Source: an optimization exercise on an open RTL-to-GDS flow (aim: small area, a short achievable clock period and few clock cycles per item). Production flows keep margins and buffers that such runs may drop.
Function was checked by simulation only, so behaviour that the tests miss may differ from the original.
Power and IR drop assume default switching activity.

===== flow/design.v =====
module vrm_alu (
    input  wire        clk,
    input  wire        rst,         
    input  wire        in_valid,
    output wire        in_ready,
    input  wire [2:0]  op,          
    input  wire [39:0] tmp,         
    input  wire [39:0] mem,         
    output reg         out_valid,
    output reg  [39:0] res,         
    output reg  [1:0]  status,      
    output reg  [1:0]  cmp          
);
    localparam OP_AD = 3'd0;
    localparam OP_SB = 3'd1;
    localparam OP_ML = 3'd2;
    localparam OP_MD = 3'd3;
    localparam OP_DV = 3'd4;
    localparam OP_CP = 3'd5;
    localparam ST_OK     = 2'd0;
    localparam ST_OVF    = 2'd1;
    localparam ST_NONNUM = 2'd2;
    localparam C_EQUAL = 2'd0;
    localparam C_LESS  = 2'd1;
    localparam C_MORE  = 2'd2;
    localparam S_IDLE  = 3'd0;
    localparam S_EXEC  = 3'd1;
    localparam S_DIV   = 3'd2;
    localparam S_CONV  = 3'd3;
    localparam S_DONE  = 3'd4;
    reg [2:0]  state;
    reg [2:0]  op_r;
    reg [39:0] a_str;
    reg [39:0] b_str;
    function is_digit(input [7:0] ch);
        is_digit = (ch >= 8'h30) && (ch <= 8'h39);
    endfunction
    function is_num(input [39:0] w);
        is_num = is_digit(w[39:32]) && is_digit(w[31:24]) && is_digit(w[23:16]) &&
                 is_digit(w[15:8])  && is_digit(w[7:0]);
    endfunction
    function [16:0] to_bin(input [39:0] w);
        to_bin = (w[35:32] * 17'd10000) + (w[27:24] * 17'd1000) +
                 (w[19:16] * 17'd100)   + (w[11:8]  * 17'd10)   + {13'd0, w[3:0]};
    endfunction
    wire        a_num = is_num(a_str);
    wire        b_num = is_num(b_str);
    wire [16:0] a_bin = to_bin(a_str);
    wire [16:0] b_bin = to_bin(b_str);
    wire        b_zero = (b_str == "00000");
    wire [1:0] cmp_w = (a_str == b_str) ? C_EQUAL :
                       (a_str <  b_str) ? C_LESS  : C_MORE;
    wire [17:0] sum  = {1'b0, a_bin} + {1'b0, b_bin};
    wire [17:0] diff = {1'b0, a_bin} - {1'b0, b_bin};    
    wire [33:0] prod = a_bin * b_bin;
    reg [16:0] quo;       
    reg [16:0] rem;
    reg [16:0] divisor;
    reg [4:0]  count;
    wire [17:0] rem_shift = {rem, quo[16]};
    wire [17:0] rem_try   = rem_shift - {1'b0, divisor};
    wire        rem_ge    = !rem_try[17];
    reg [16:0] bin;
    reg [19:0] bcd;
    function [3:0] dabble(input [3:0] d);
        dabble = (d >= 4'd5) ? d + 4'd3 : d;
    endfunction
    wire [19:0] bcd_adj = {dabble(bcd[19:16]), dabble(bcd[15:12]), dabble(bcd[11:8]),
                           dabble(bcd[7:4]),   dabble(bcd[3:0])};
    assign in_ready = (state == S_IDLE);
    always @(posedge clk) begin
        if (rst) begin
            state     <= S_IDLE;
            out_valid <= 1'b0;
            op_r      <= 3'd0;
            a_str     <= 40'd0;
            b_str     <= 40'd0;
            res       <= 40'd0;
            status    <= ST_OK;
            cmp       <= C_EQUAL;
            quo       <= 17'd0;
            rem       <= 17'd0;
            divisor   <= 17'd0;
            count     <= 5'd0;
            bin       <= 17'd0;
            bcd       <= 20'd0;
        end else begin
            out_valid <= 1'b0;
            case (state)
                S_IDLE: begin
                    if (in_valid) begin
                        op_r  <= op;
                        a_str <= tmp;
                        b_str <= mem;
                        state <= S_EXEC;
                    end
                end
                S_EXEC: begin
                    res    <= a_str;
                    status <= ST_OK;
                    cmp    <= cmp_w;
                    if (op_r == OP_CP) begin
                        state <= S_DONE;
                    end else if ((op_r == OP_DV || op_r == OP_MD) && b_zero) begin
                        status <= ST_OVF;
                        state  <= S_DONE;
                    end else if (!a_num || !b_num) begin
                        status <= ST_NONNUM;
                        state  <= S_DONE;
                    end else begin
                        case (op_r)
                            OP_AD: begin
                                if (sum > 18'd99999) begin
                                    status <= ST_OVF;
                                    state  <= S_DONE;
                                end else begin
                                    bin   <= sum[16:0];
                                    bcd   <= 20'd0;
                                    count <= 5'd0;
                                    state <= S_CONV;
                                end
                            end
                            OP_SB: begin
                                if (diff[17]) begin
                                    status <= ST_OVF;
                                    state  <= S_DONE;
                                end else begin
                                    bin   <= diff[16:0];
                                    bcd   <= 20'd0;
                                    count <= 5'd0;
                                    state <= S_CONV;
                                end
                            end
                            OP_ML: begin
                                if (prod > 34'd99999) begin
                                    status <= ST_OVF;
                                    state  <= S_DONE;
                                end else begin
                                    bin   <= prod[16:0];
                                    bcd   <= 20'd0;
                                    count <= 5'd0;
                                    state <= S_CONV;
                                end
                            end
                            default: begin   
                                quo     <= a_bin;
                                rem     <= 17'd0;
                                divisor <= b_bin;
                                count   <= 5'd0;
                                state   <= S_DIV;
                            end
                        endcase
                    end
                end
                S_DIV: begin
                    rem   <= rem_ge ? rem_try[16:0] : rem_shift[16:0];
                    quo   <= {quo[15:0], rem_ge};
                    count <= count + 5'd1;
                    if (count == 5'd16) begin
                        count <= 5'd0;
                        bcd   <= 20'd0;
                        state <= S_CONV;
                        if (op_r == OP_DV)
                            bin <= {quo[15:0], rem_ge};
                        else
                            bin <= rem_ge ? rem_try[16:0] : rem_shift[16:0];
                    end
                end
                S_CONV: begin
                    bcd   <= {bcd_adj[18:0], bin[16]};
                    bin   <= {bin[15:0], 1'b0};
                    count <= count + 5'd1;
                    if (count == 5'd16) begin
                        state <= S_DONE;
                    end
                end
                S_DONE: begin
                    if (status == ST_OK && op_r != OP_CP) begin
                        res <= {4'h3, bcd[19:16], 4'h3, bcd[15:12], 4'h3, bcd[11:8],
                                4'h3, bcd[7:4],   4'h3, bcd[3:0]};
                    end
                    out_valid <= 1'b1;
                    state     <= S_IDLE;
                end
                default: state <= S_IDLE;
            endcase
        end
    end
endmodule
module vrm_core (
    input  wire        clk,
    input  wire        rst,         
    output reg         mem_req,
    output reg         mem_we,
    output reg  [9:0]  mem_addr,
    output reg  [39:0] mem_wdata,
    input  wire        mem_gnt,
    input  wire [39:0] mem_rdata,
    output reg         halted,
    output reg         fatal,
    output reg  [2:0]  reason,      
    output reg  [9:0]  ic,
    output reg  [39:0] tmp,
    output reg  [1:0]  c            
);
    localparam RESET_IC = 10'd100;
    localparam MEM_SIZE = 10'd1000;
    localparam R_INV_ADDRESS = 3'd1;
    localparam R_INV_OP      = 3'd2;
    localparam R_OVERFLOW    = 3'd3;
    localparam R_NON_NUMERIC = 3'd4;
    localparam R_UNSUPPORTED = 3'd5;
    localparam C_EQUAL = 2'd0;
    localparam C_LESS  = 2'd1;
    localparam C_MORE  = 2'd2;
    localparam K_CR    = 4'd0;
    localparam K_CM    = 4'd1;
    localparam K_ALU   = 4'd2;
    localparam K_JP    = 4'd3;
    localparam K_JE    = 4'd4;
    localparam K_JL    = 4'd5;
    localparam K_JM    = 4'd6;
    localparam K_HALT  = 4'd7;
    localparam K_UNSUP = 4'd8;
    localparam K_BAD   = 4'd9;
    localparam S_FETCH = 3'd0;
    localparam S_FDATA = 3'd1;
    localparam S_DEC   = 3'd2;
    localparam S_OREQ  = 3'd3;
    localparam S_ODATA = 3'd4;
    localparam S_ALU   = 3'd5;
    localparam S_WREQ  = 3'd6;
    localparam S_STOP  = 3'd7;
    reg [2:0]  state;
    reg [39:0] ir;
    reg [39:0] opnd;
    reg        alu_start;
    function is_digit(input [7:0] ch);
        is_digit = (ch >= 8'h30) && (ch <= 8'h39);
    endfunction
    wire [7:0] c0 = ir[39:32];
    wire [7:0] c1 = ir[31:24];
    wire [7:0] c2 = ir[23:16];
    wire [7:0] c3 = ir[15:8];
    wire [7:0] c4 = ir[7:0];
    wire [15:0] mn2 = ir[39:24];
    wire [31:0] mn4 = ir[39:8];
    wire        args3_ok = is_digit(c2) && is_digit(c3) && is_digit(c4);
    wire        arg1_ok  = is_digit(c4);
    wire [9:0]  arg = c2[3:0] * 10'd100 + c3[3:0] * 10'd10 + {6'd0, c4[3:0]};
    reg [3:0] kind;
    reg [2:0] alu_op;
    always @(*) begin
        kind   = K_BAD;
        alu_op = 3'd0;
        case (mn2)
            "CR": kind = args3_ok ? K_CR : K_BAD;
            "CM": kind = args3_ok ? K_CM : K_BAD;
            "AD": begin kind = args3_ok ? K_ALU : K_BAD; alu_op = 3'd0; end
            "SB": begin kind = args3_ok ? K_ALU : K_BAD; alu_op = 3'd1; end
            "ML": begin kind = args3_ok ? K_ALU : K_BAD; alu_op = 3'd2; end
            "MD": begin kind = args3_ok ? K_ALU : K_BAD; alu_op = 3'd3; end
            "DV": begin kind = args3_ok ? K_ALU : K_BAD; alu_op = 3'd4; end
            "CP": begin kind = args3_ok ? K_ALU : K_BAD; alu_op = 3'd5; end
            "JP": kind = args3_ok ? K_JP : K_BAD;
            "JE": kind = args3_ok ? K_JE : K_BAD;
            "JL": kind = args3_ok ? K_JL : K_BAD;
            "JM": kind = args3_ok ? K_JM : K_BAD;
            "GD", "PD", "RD", "WD", "SD", "GT", "PT":
                  kind = args3_ok ? K_UNSUP : K_BAD;
            default: begin
                case (mn4)
                    "HALT":                 kind = arg1_ok ? K_HALT : K_BAD;
                    "STVM", "SVRG", "LDRG": kind = arg1_ok ? K_UNSUP : K_BAD;
                    default:                kind = K_BAD;
                endcase
            end
        endcase
    end
    reg  [2:0]  alu_op_r;
    wire        alu_ready;
    wire        alu_done;
    wire [39:0] alu_res;
    wire [1:0]  alu_status;
    wire [1:0]  alu_cmp;
    vrm_alu u_alu (
        .clk(clk), .rst(rst),
        .in_valid(alu_start), .in_ready(alu_ready),
        .op(alu_op_r), .tmp(tmp), .mem(opnd),
        .out_valid(alu_done), .res(alu_res), .status(alu_status), .cmp(alu_cmp)
    );
    always @(posedge clk) begin
        if (rst) begin
            state     <= S_FETCH;
            ic        <= RESET_IC;
            tmp       <= "00000";
            c         <= C_EQUAL;
            halted    <= 1'b0;
            fatal     <= 1'b0;
            reason    <= 3'd0;
            ir        <= 40'd0;
            opnd      <= 40'd0;
            alu_op_r  <= 3'd0;
            alu_start <= 1'b0;
            mem_req   <= 1'b0;
            mem_we    <= 1'b0;
            mem_addr  <= 10'd0;
            mem_wdata <= 40'd0;
        end else begin
            alu_start <= 1'b0;
            case (state)
                S_FETCH: begin
                    if (mem_req) begin
                        if (mem_gnt) begin
                            mem_req <= 1'b0;
                            state   <= S_FDATA;
                        end
                    end else if (ic >= MEM_SIZE) begin
                        fatal  <= 1'b1;
                        reason <= R_INV_ADDRESS;
                        state  <= S_STOP;
                    end else begin
                        mem_req  <= 1'b1;
                        mem_we   <= 1'b0;
                        mem_addr <= ic;
                    end
                end
                S_FDATA: begin
                    ir    <= mem_rdata;
                    state <= S_DEC;
                end
                S_DEC: begin
                    alu_op_r <= alu_op;
                    case (kind)
                        K_CR, K_ALU: begin
                            mem_req  <= 1'b1;
                            mem_we   <= 1'b0;
                            mem_addr <= arg;
                            state    <= S_OREQ;
                        end
                        K_CM: begin
                            mem_req   <= 1'b1;
                            mem_we    <= 1'b1;
                            mem_addr  <= arg;
                            mem_wdata <= tmp;
                            state     <= S_WREQ;
                        end
                        K_JP: begin
                            ic    <= arg;
                            state <= S_FETCH;
                        end
                        K_JE: begin
                            ic    <= (c == C_EQUAL) ? arg : ic + 10'd1;
                            state <= S_FETCH;
                        end
                        K_JL: begin
                            ic    <= (c == C_LESS) ? arg : ic + 10'd1;
                            state <= S_FETCH;
                        end
                        K_JM: begin
                            ic    <= (c == C_MORE) ? arg : ic + 10'd1;
                            state <= S_FETCH;
                        end
                        K_HALT: begin
                            halted <= 1'b1;
                            state  <= S_STOP;
                        end
                        K_UNSUP: begin
                            fatal  <= 1'b1;
                            reason <= R_UNSUPPORTED;
                            state  <= S_STOP;
                        end
                        default: begin
                            fatal  <= 1'b1;
                            reason <= R_INV_OP;
                            state  <= S_STOP;
                        end
                    endcase
                end
                S_OREQ: begin
                    if (mem_gnt) begin
                        mem_req <= 1'b0;
                        state   <= S_ODATA;
                    end
                end
                S_ODATA: begin
                    if (kind == K_CR) begin
                        tmp   <= mem_rdata;
                        ic    <= ic + 10'd1;
                        state <= S_FETCH;
                    end else begin
                        opnd      <= mem_rdata;
                        alu_start <= 1'b1;
                        state     <= S_ALU;
                    end
                end
                S_ALU: begin
                    if (alu_done) begin
                        case (alu_status)
                            2'd0: begin
                                if (alu_op_r == 3'd5)
                                    c <= alu_cmp;
                                else
                                    tmp <= alu_res;
                                ic    <= ic + 10'd1;
                                state <= S_FETCH;
                            end
                            2'd1: begin
                                fatal  <= 1'b1;
                                reason <= R_OVERFLOW;
                                state  <= S_STOP;
                            end
                            default: begin
                                fatal  <= 1'b1;
                                reason <= R_NON_NUMERIC;
                                state  <= S_STOP;
                            end
                        endcase
                    end
                end
                S_WREQ: begin
                    if (mem_gnt) begin
                        mem_req <= 1'b0;
                        mem_we  <= 1'b0;
                        ic      <= ic + 10'd1;
                        state   <= S_FETCH;
                    end
                end
                default: begin   
                    mem_req <= 1'b0;
                end
            endcase
        end
    end
endmodule

===== flow/run.sh =====
#!/bin/bash
# synth_recipe.tcl (not shown) runs the flow's synth.tcl, then flattens the netlist and writes it again
# the make line also repeats each setting of config.mk as NAME=value (left out here)
make -C /OpenROAD-flow-scripts/flow DESIGN_CONFIG=/design/flow/config.mk WORK_HOME=/design/flow/orfs CLKGATE_MAP_FILE= SYNTH_SCRIPT=/design/flow/synth_recipe.tcl finish

===== flow/config.mk =====
export PLATFORM = sky130hd
export DESIGN_NAME = vrm_core
export DESIGN_NICKNAME = vrm_core
export VERILOG_FILES = /design/flow/design.v
export SDC_FILE = /design/flow/constraint.sdc
export NUM_CORES = 4
export LEC_CHECK = 0
export CAP_MARGIN = 20
export CORE_MARGIN = 2
export CORE_UTILIZATION = 40
export SLEW_MARGIN = 20

===== flow/constraint.sdc =====
create_clock -name core_clock -period 12.0 [get_ports {clk}]
set_input_delay 2.4000 -clock core_clock [delete_from_list [all_inputs] [get_ports {clk}]]
set_output_delay 2.4000 -clock core_clock [all_outputs]
set_load 0.01 [all_outputs]

==> run notes <==
- Synthesized net count: 5474
- First-pass GRT wire length: 193.9 mm
- Cells after DPL: 6025
- Commonest non-fill, non-tap cells in the layout: nand2_1 (880), inv_1 (533), a21oi_1 (437), dfxtp_1 (419), ha_1 (396)
- Final Hold Viols: 0
- Status: timing/DRC/antenna clean
- CP dominant cell by count: fa_1
- Final setup vio count: 0
- # hold bufs at CTS: 0
- Fillers: 9467
- M1 WL: 56.46 mm
- Setup_tns: 0 ns
- Met3 WL: 8.804 mm
- Post-synth cell types: 96
- Row Count: 112
- Die H: 311.0 um
- Grt ovf: 0
- WS Path Type: flip-flop to flip-flop
- Max-cap violations: 0
- Cell area after synthesis: 37700 um2
- Slew Viols, Final: 0
- Hold depth: 2
- Post-synthesis cell count: 4744
- Crit. End Element: flip-flop
- YS warnings: 2
- Max FO, Critical Path: 7
- Clk pin slew, worst setup/hold paths: 0.06 ns
- Lkg Pwr: 18.29 nW
- Tcrit/Tclk final: 96.19%
- Min cycle time layout: 11.54 ns
- Storage element area: 8409 um2
- Ports: 152
- Pwr dens: 107.8 nW/um2
- IO buf count: 151
- Reg power frac: 37.9%
- CTS tree: done
- Area of the multi-input gates: 26670 um2
- Post-synth ARST share: 0%
- Critical hold path startpoint: opnd[0]
- Critical path required time: 12.50 ns
- Setup Skew: 0.06339 ns
- Routed Antenna Nets: 0
- DR iter-0 viols: 3200
- Max clock buf depth: 3
- Hold endpoint: u_alu.b_str[0]
- Top FF cell, synth: dfxtp_1
- Switching pwr: 1.723 mW
- Syn-to-layout area delta: 13.08%
- Clock share of power: 30.6%
- R2R Setup Slk: 0.46 ns
- Final wirelength: 125.2 mm
- Sw frac: 37.50%
- Critical Path AT: 12.04 ns
- Max Freq: 86.64 MHz
- Min-delay worst type: flip-flop to flip-flop
- Fin nets: 5549
- Die area: 96710 um2
- DP Wirelength: 94.18 mm
- Actual slew at the worst max-slew pin: 1.186 ns
- Max Used Layer: met5
- Reg2reg path depth: 46
- Root buffer cell: clkbuf_16
- Share of layout cells above drive strength 1: 6.164%
- Sequential-to-total area share from yosys stat: 22.30%
- Worst r2r dst: u_alu.bcd[1]
- H-tree Lvls: 2
- Routed wire per std cell: 20.50 um
- Comb power frac: 31.6%
- Worst vdd ir: 0.09126 mV
- Post-Syn Area per Cell: 7.946 um2
- Drc violations: 0
- Core ar.: 93330 um2
- Largest net degree at the start of global routing: 234
- Number of detailed-route iterations in the first pass: 5
- Total CTS buffers: 44
- Startpoint Class: flip-flop
- CTS Sinks: 420
- Via-per-instance ratio: 5.594
- Max incr delay on CP: 0.55 ns
- Slowest CP cell: fa_1
- Clock latency on the worst-skew pair: 0.61 ns
- Post-synthesis register bit count: 420
- GR Util All Layers: 25.21%
- Initial antenna violation count: 3
- Cell-internal power: 2.871 mW
- Most common cell after layout, fill and taps aside: nand2_1
- Post-synth EDFFs: 0
- Slew HR: 20.68%
- Worst flop-to-flop path startpoint: u_alu.b_str[25]
- Non-filler instance count after layout: 6105
- RD Place Congestion: 0.9286
- Starting density of the core: 40.39%
- Vias in the first global route: 32412
- Met2 WL: 56.46 mm
- Vias: 34153
- Ant. Diodes: 0
- Die Wd: 311.0 um
## flip-flops by register name, summed over array words and instances (netlist names), 20 cells and up
signal,flops
ir,40
mem_wdata,40
opnd,40
tmp,40
u_alu.a_str,40
u_alu.b_str,40
u_alu.res,40
u_alu.bcd,20
## routing by layer
| layer | up-vias | GRT usage (%) |
|---|---|---|
| li1 | 16107 | - |
| met1 | 16675 | 35.62 |
| met2 | 1200 | 39.97 |
| met3 | 167 | 3.846 |
| met4 | 4 | 6.829 |
| met5 | - | 0 |
## worst max path at each step
stage / start / endpoint / slack, ns / cells after the start
3_5_place_dp: u_alu.b_str[25] / u_alu.bin[0] / -0.03 / 44
3_3_place_gp: u_alu.b_str[25] / u_alu.bin[0] / 0.06 / 42
4_1_cts: u_alu.b_str[25] / u_alu.bcd[7] / 0.01 / 43
2_1_floorplan: u_alu.b_str[26] / u_alu.bcd[11] / 0.43 / 44
5_1_grt: u_alu.b_str[25] / u_alu.bcd[14] / -0.04 / 46
6_report: u_alu.b_str[25] / u_alu.bcd[1] / 0.46 / 46
## cell usage after synthesis (all sizes together), types with 45 or more instances
| library cell | count | area share (%) |
|---|---|---|
| ha | 401 | 13 |
| fa | 286 | 15 |
| o21ai | 136 | 1.8 |
| dfxtp | 420 | 22 |
| and2 | 88 | 1.5 |
| nor3 | 91 | 1.2 |
| xnor2 | 80 | 1.9 |
| nand3 | 57 | 0.76 |
| a21o | 51 | 1.0 |
| a311oi | 64 | 1.5 |
| a21oi | 450 | 6.0 |
| nand2 | 884 | 8.8 |
| xor2 | 45 | 1.0 |
| nor2 | 293 | 2.9 |
| clkbuf | 225 | 2.2 |
| inv | 536 | 5.3 |
## timing repair
item | 4_1_cts | 5_1_grt
gates resized for setup | 3 | 54
setup buffers | 0 | 2
setup endpoints to repair | 39 | 46
endpoints found under the hold margin | 0 | 0
cloned | 0 | 0
pin swaps | 1 | 14
## power groups by stage
stage | Combinational [mW] | Sequential (mW) | Clock, mW
2_1_floorplan | 0.919 | 1.69 | 0
3_3_place_gp | 1.41 | 1.77 | 0
3_5_place_dp | 1.42 | 1.77 | 0
4_1_cts | 1.43 | 1.74 | 1.43
5_1_grt | 1.58 | 1.76 | 1.48
6_report | 1.45 | 1.74 | 1.40
## metrics by stage
step,hold WS [ns],total power [mW],util [%],setup slack [ns],area [um2]
2_1_floorplan,0.4196,2.612,-,0.4341,37700
3_3_place_gp,0.4369,3.180,43.83,0.06018,40910
3_5_place_dp,0.4436,3.184,43.84,-0.03431,40910
4_1_cts,0.4021,4.591,45.39,0.01103,42360
5_1_grt,0.4183,4.816,45.68,-0.03706,42630
6_report,0.4065,4.594,45.68,0.4574,42630
## kinds of logic after synthesis
group           synth area share, %
xor+xnor                      2.904
buf+inv                       7.959
simple gates                  19.50
compound gates                17.75
mux                           1.082
fa+ha+maj                     28.50
flops                         22.30
## layout make-up
| cell class | count | share of cell area (%) |
|---|---|---|
| tap | 1254 | 3.681 |
| timing repair buffer | 277 | 5.903 |
| sequential | 420 | 19.73 |
| multi-input combinational | 3538 | 62.57 |
| clock buffer | 63 | 2.915 |
| clock inverter | 15 | 0.4667 |
| inverter | 538 | 4.737 |
## worst max-delay path: cells and delay by family (launching register included)
family / cells / cell delay (ns)
XOR/XNOR: 2 / 0.30
flip-flops: 1 / 0.33
adder cells (fa/ha/maj): 13 / 5.89
AND/OR/NAND/NOR: 8 / 1.82
buffers and inverters: 12 / 1.17
AO/OA/AOI/OAI: 11 / 1.87
Testbench counts, summed over its fixed seeds: cycles 396,279, instrs 28,647.

==> afterwards: timing with drivers on the ports <==
No port has a modelled driver above. Below, the same layout with a new extraction and two added sets of constraints. Step 1 (the two cells are an assumption about what drives the block):
set clk [get_ports {clk}]
set_driving_cell -lib_cell sky130_fd_sc_hd__clkbuf_16 $clk
set_driving_cell -lib_cell sky130_fd_sc_hd__buf_2 [delete_from_list [all_inputs] $clk]
Step 2, shift: input delay + t, output delay - t, t = (earliest + latest rising clock arrival at the registers) / 2. This alone moves slack from input paths to output paths. Three values: ideal ports, drivers, drivers and shift; two values: the first two.
shift t [ns]: 0.641
setup slack, ns: 0.457 / 0.457 / 0.457
worst setup path at the end: register to register
latest minus earliest clock arrival (ns): 0.064 / 0.064
After both steps setup and hold are still met in this run. The setup slack of this run moves by 0.000 ns with the drivers and by 0.000 ns with both steps.
